What follows belongs to an exercise in optimizing a design on an open flow for small area, a short achievable clock period and few clock cycles per item; a production flow would make more cautious choices.
Only simulation tests tie the RTL to the original design; equivalence was not proved.
Power figures rest on the tool's default switching activity, not on a simulated workload. The clock port is modelled as an ideal driver; clocking choices that lean on that would not hold on a real chip.

## mesi_engine
module mesi_engine (
    input  wire        clk,
    input  wire        rst,             
    input  wire        req_valid,
    output wire        req_ready,
    input  wire [1:0]  req_core,
    input  wire        req_write,       
    input  wire [31:0] req_addr,
    output reg         rsp_valid,
    output reg         rsp_hit,
    output reg  [1:0]  rsp_state,       
    output reg         rsp_evict,       
    output reg         rsp_writeback,   
    output reg  [31:0] rsp_victim_addr, 
    output reg         rsp_upgrade,     
    output reg         rsp_provided,    
    output reg  [1:0]  rsp_source,      
    output reg         rsp_snoop_wb,    
    output reg  [1:0]  rsp_inval,       
    output reg  [7:0]  rsp_stall        
);
For scale: ~4800 cells after synthesis, roughly 2200 flip-flops, roughly 92 I/O pins, roughly 87000 um^2 of cells after synthesis.
clock: 12.0 ns
lec_check: 0
cap_margin: 20
core_margin: 2
core_utilization: 60
slew_margin: 20
standard.sh (not shown) runs the stock make flow with config.mk's settings and CLKGATE_MAP_FILE= SYNTH_SCRIPT=/design/flow/synth_recipe.tcl, a recipe that flattens the netlist after the stock synthesis.
==> flow/flow/run.sh <==
#!/bin/bash
# Standard synthesis, then the standard layout steps with a tighter setup
# target for the resizer's timing repair (the SDC is unchanged) and larger
# clock-tree sink clusters without dummy loads.
set -euo pipefail
bash standard.sh synth > synth.log 2>&1
bash standard.sh SETUP_SLACK_MARGIN=8.5 \
  "CTS_ARGS=-sink_clustering_enable -repair_clock_nets -dont_use_dummy_load -sink_clustering_size 25 -sink_clustering_max_diameter 150" \
  finish > layout.log 2>&1
Testbench counts at the start, summed over its fixed seeds: cycles 32,024, items 32,000.
Edit:
--- a/flow/flow/run.sh
+++ b/flow/flow/run.sh
@@ -6,4 +6,4 @@
 bash standard.sh synth > synth.log 2>&1
 bash standard.sh SETUP_SLACK_MARGIN=8.5 \
-  "CTS_ARGS=-sink_clustering_enable -repair_clock_nets -dont_use_dummy_load -sink_clustering_size 25 -sink_clustering_max_diameter 150" \
+  "CTS_ARGS=-sink_clustering_enable -repair_clock_nets -dont_use_dummy_load -sink_clustering_size 30 -sink_clustering_max_diameter 100" \
   finish > layout.log 2>&1
--- a/flow/config.mk
+++ b/flow/config.mk
@@ -8,4 +8,5 @@
 export CAP_MARGIN = 20
 export CORE_MARGIN = 2
-export CORE_UTILIZATION = 60
+export CORE_UTILIZATION = 70
+export PLACE_DENSITY = 0.75
 export SLEW_MARGIN = 20
Result:
- The changed run ran to the end with no violations
- sequential cell count is unchanged
- clock power fell by a little under a tenth
- critical path depth does not change
- power drops slightly
- setup slack gets better by 0.0077 ns
Edit:
==> flow/flow/run.sh (replaced) <==
#!/bin/bash
# Standard synthesis; standard placement; then each output port's
# flip-flop is moved next to its port buffer and the placement legalized;
# then the standard steps from clock-tree synthesis on. The resizer's
# timing repair aims at a tighter setup target (the SDC is unchanged) and
# the clock tree uses larger sink clusters without dummy loads.
set -euo pipefail
KNOBS=(SETUP_SLACK_MARGIN=8.5
  "CTS_ARGS=-sink_clustering_enable -repair_clock_nets -dont_use_dummy_load -sink_clustering_size 25 -sink_clustering_max_diameter 150")
bash standard.sh synth > synth.log 2>&1
bash standard.sh "${KNOBS[@]}" place > place.log 2>&1
PLACE_ODB=orfs/results/$FLOW_PLATFORM/mesi_engine/base/3_place.odb \
  openroad -no_init -exit flow/pull_outputs.tcl > pull_outputs.log 2>&1
bash standard.sh "${KNOBS[@]}" finish > layout.log 2>&1
==> flow/flow/pull_outputs.tcl (new file) <==
# Move each flip-flop that drives an output port's buffer next to that
# buffer, then legalize the placement. Reads and rewrites 3_place.odb.
set odb $::env(PLACE_ODB)
read_db $odb
set block [ord::get_db_block]
set moved 0
foreach bterm [$block getBTerms] {
  if {[$bterm getIoType] != "OUTPUT"} { continue }
  set net [$bterm getNet]
  if {$net == "NULL"} { continue }
  set drv [$net getFirstOutput]
  if {$drv == "NULL"} { continue }
  set buf [$drv getInst]
  set innet "NULL"
  foreach it [$buf getITerms] {
    if {[$it isInputSignal]} { set innet [$it getNet] }
  }
  if {$innet == "NULL"} { continue }
  set src [$innet getFirstOutput]
  if {$src == "NULL"} { continue }
  set ff [$src getInst]
  if {![string match "*df*" [[$ff getMaster] getName]]} { continue }
  # only flops whose output feeds nothing but this buffer
  if {[llength [$innet getITerms]] != 2} { continue }
  set loc [$buf getLocation]
  $ff setLocation [lindex $loc 0] [lindex $loc 1]
  incr moved
}
puts "moved $moved output flip-flops"
detailed_placement
check_placement
write_db $odb
--- a/flow/config.mk
+++ b/flow/config.mk
@@ -8,5 +8,4 @@
 export CAP_MARGIN = 20
 export CORE_MARGIN = 2
-export CORE_UTILIZATION = 70
-export PLACE_DENSITY = 0.75
+export CORE_UTILIZATION = 60
 export SLEW_MARGIN = 20
The new run finished clean. Area after synthesis is unchanged. Global-route usage came out lower by 4.3 points. Die area came out higher by about a fifth. Via count fell by a few percent.
Edit:
==> flow/flow/run.sh (replaced) <==
#!/bin/bash
# Standard synthesis, then the standard layout steps with a tighter setup
# target for the resizer's timing repair (the SDC is unchanged) and larger
# clock-tree sink clusters without dummy loads.
set -euo pipefail
bash standard.sh synth > synth.log 2>&1
bash standard.sh SETUP_SLACK_MARGIN=8.5 \
  "CTS_ARGS=-sink_clustering_enable -repair_clock_nets -dont_use_dummy_load -sink_clustering_size 30 -sink_clustering_max_diameter 100" \
  finish > layout.log 2>&1
removed: flow/flow/pull_outputs.tcl
=> Final area is lower by 0.36%; utilization is lower by 0.23 points; die area stays the same; via count is lower by 0.36%; routed wire length is lower by 0.61%; fmax is lower by about 1.9%; worst setup slack got worse by 0.068 ns; combinational power is about the same; area after synthesis stays the same.
Edit:
--- a/flow/flow/run.sh
+++ b/flow/flow/run.sh
@@ -6,4 +6,4 @@
 bash standard.sh synth > synth.log 2>&1
 bash standard.sh SETUP_SLACK_MARGIN=8.5 \
-  "CTS_ARGS=-sink_clustering_enable -repair_clock_nets -dont_use_dummy_load -sink_clustering_size 30 -sink_clustering_max_diameter 100" \
+  "CTS_ARGS=-sink_clustering_enable -repair_clock_nets -dont_use_dummy_load -sink_clustering_size 30 -sink_clustering_max_diameter 150" \
   finish > layout.log 2>&1
Outcome: Setup slack gets better by 0.031 ns. Synthesized cell count is unchanged. Wire length stays flat. Power barely changes. Sequential share of layout area is about the same.
Edit:
--- a/flow/flow/run.sh
+++ b/flow/flow/run.sh
@@ -6,4 +6,4 @@
 bash standard.sh synth > synth.log 2>&1
 bash standard.sh SETUP_SLACK_MARGIN=8.5 \
-  "CTS_ARGS=-sink_clustering_enable -repair_clock_nets -dont_use_dummy_load -sink_clustering_size 30 -sink_clustering_max_diameter 150" \
+  "CTS_ARGS=-sink_clustering_enable -repair_clock_nets -dont_use_dummy_load -sink_clustering_size 30 -sink_clustering_max_diameter 200" \
   finish > layout.log 2>&1
Power stays the same.
Die area is unchanged.
Core utilization does not change.
Design area does not change.
Clock power stays flat.

==> re-timing with driven ports <==
The results above use ideal ports. As a check the final layouts listed here were re-extracted and re-timed, cells and wires unchanged. Step 1 (the two cells are an assumption about what drives the block):
set clk [get_ports {clk}]
set_driving_cell -lib_cell sky130_fd_sc_hd__clkbuf_16 $clk
set_driving_cell -lib_cell sky130_fd_sc_hd__buf_2 [delete_from_list [all_inputs] $clk]
Step 2 times the ports against the registers' clock, not the clock port: input delays grow and output delays shrink by t, the midpoint of the rising clock arrivals with the driver on. a / b / c = ideal / step 1 / step 2; a / b = the first two.
run | shift t [ns] | slack for setup (ns) | worst hold slack (ns) | worst slew at a driven data input, ns
the first run | 0.808 | 8.359 / 8.275 / 7.912 | 0.352 / 0.352 / 0.352 | 0.04
the second run | 0.803 | 8.367 / 8.284 / 7.700 | 0.348 / 0.348 / 0.348 | 0.04
the third run | 0.816 | 8.403 / 8.316 / 7.724 | 0.345 / 0.345 / 0.345 | 0.04
the fourth run | 0.799 | 8.335 / 8.251 / 7.923 | 0.345 / 0.345 / 0.345 | 0.04
the fifth run | 0.810 | 8.366 / 8.279 / 7.769 | 0.346 / 0.346 / 0.346 | 0.04
the sixth run | 0.810 | 8.366 / 8.279 / 7.769 | 0.346 / 0.346 / 0.346 | 0.04
After both steps setup and hold are still met in every run listed. The setup slack of the third run, which loses most, moves by -0.087 ns with the drivers and by -0.679 ns with both steps.
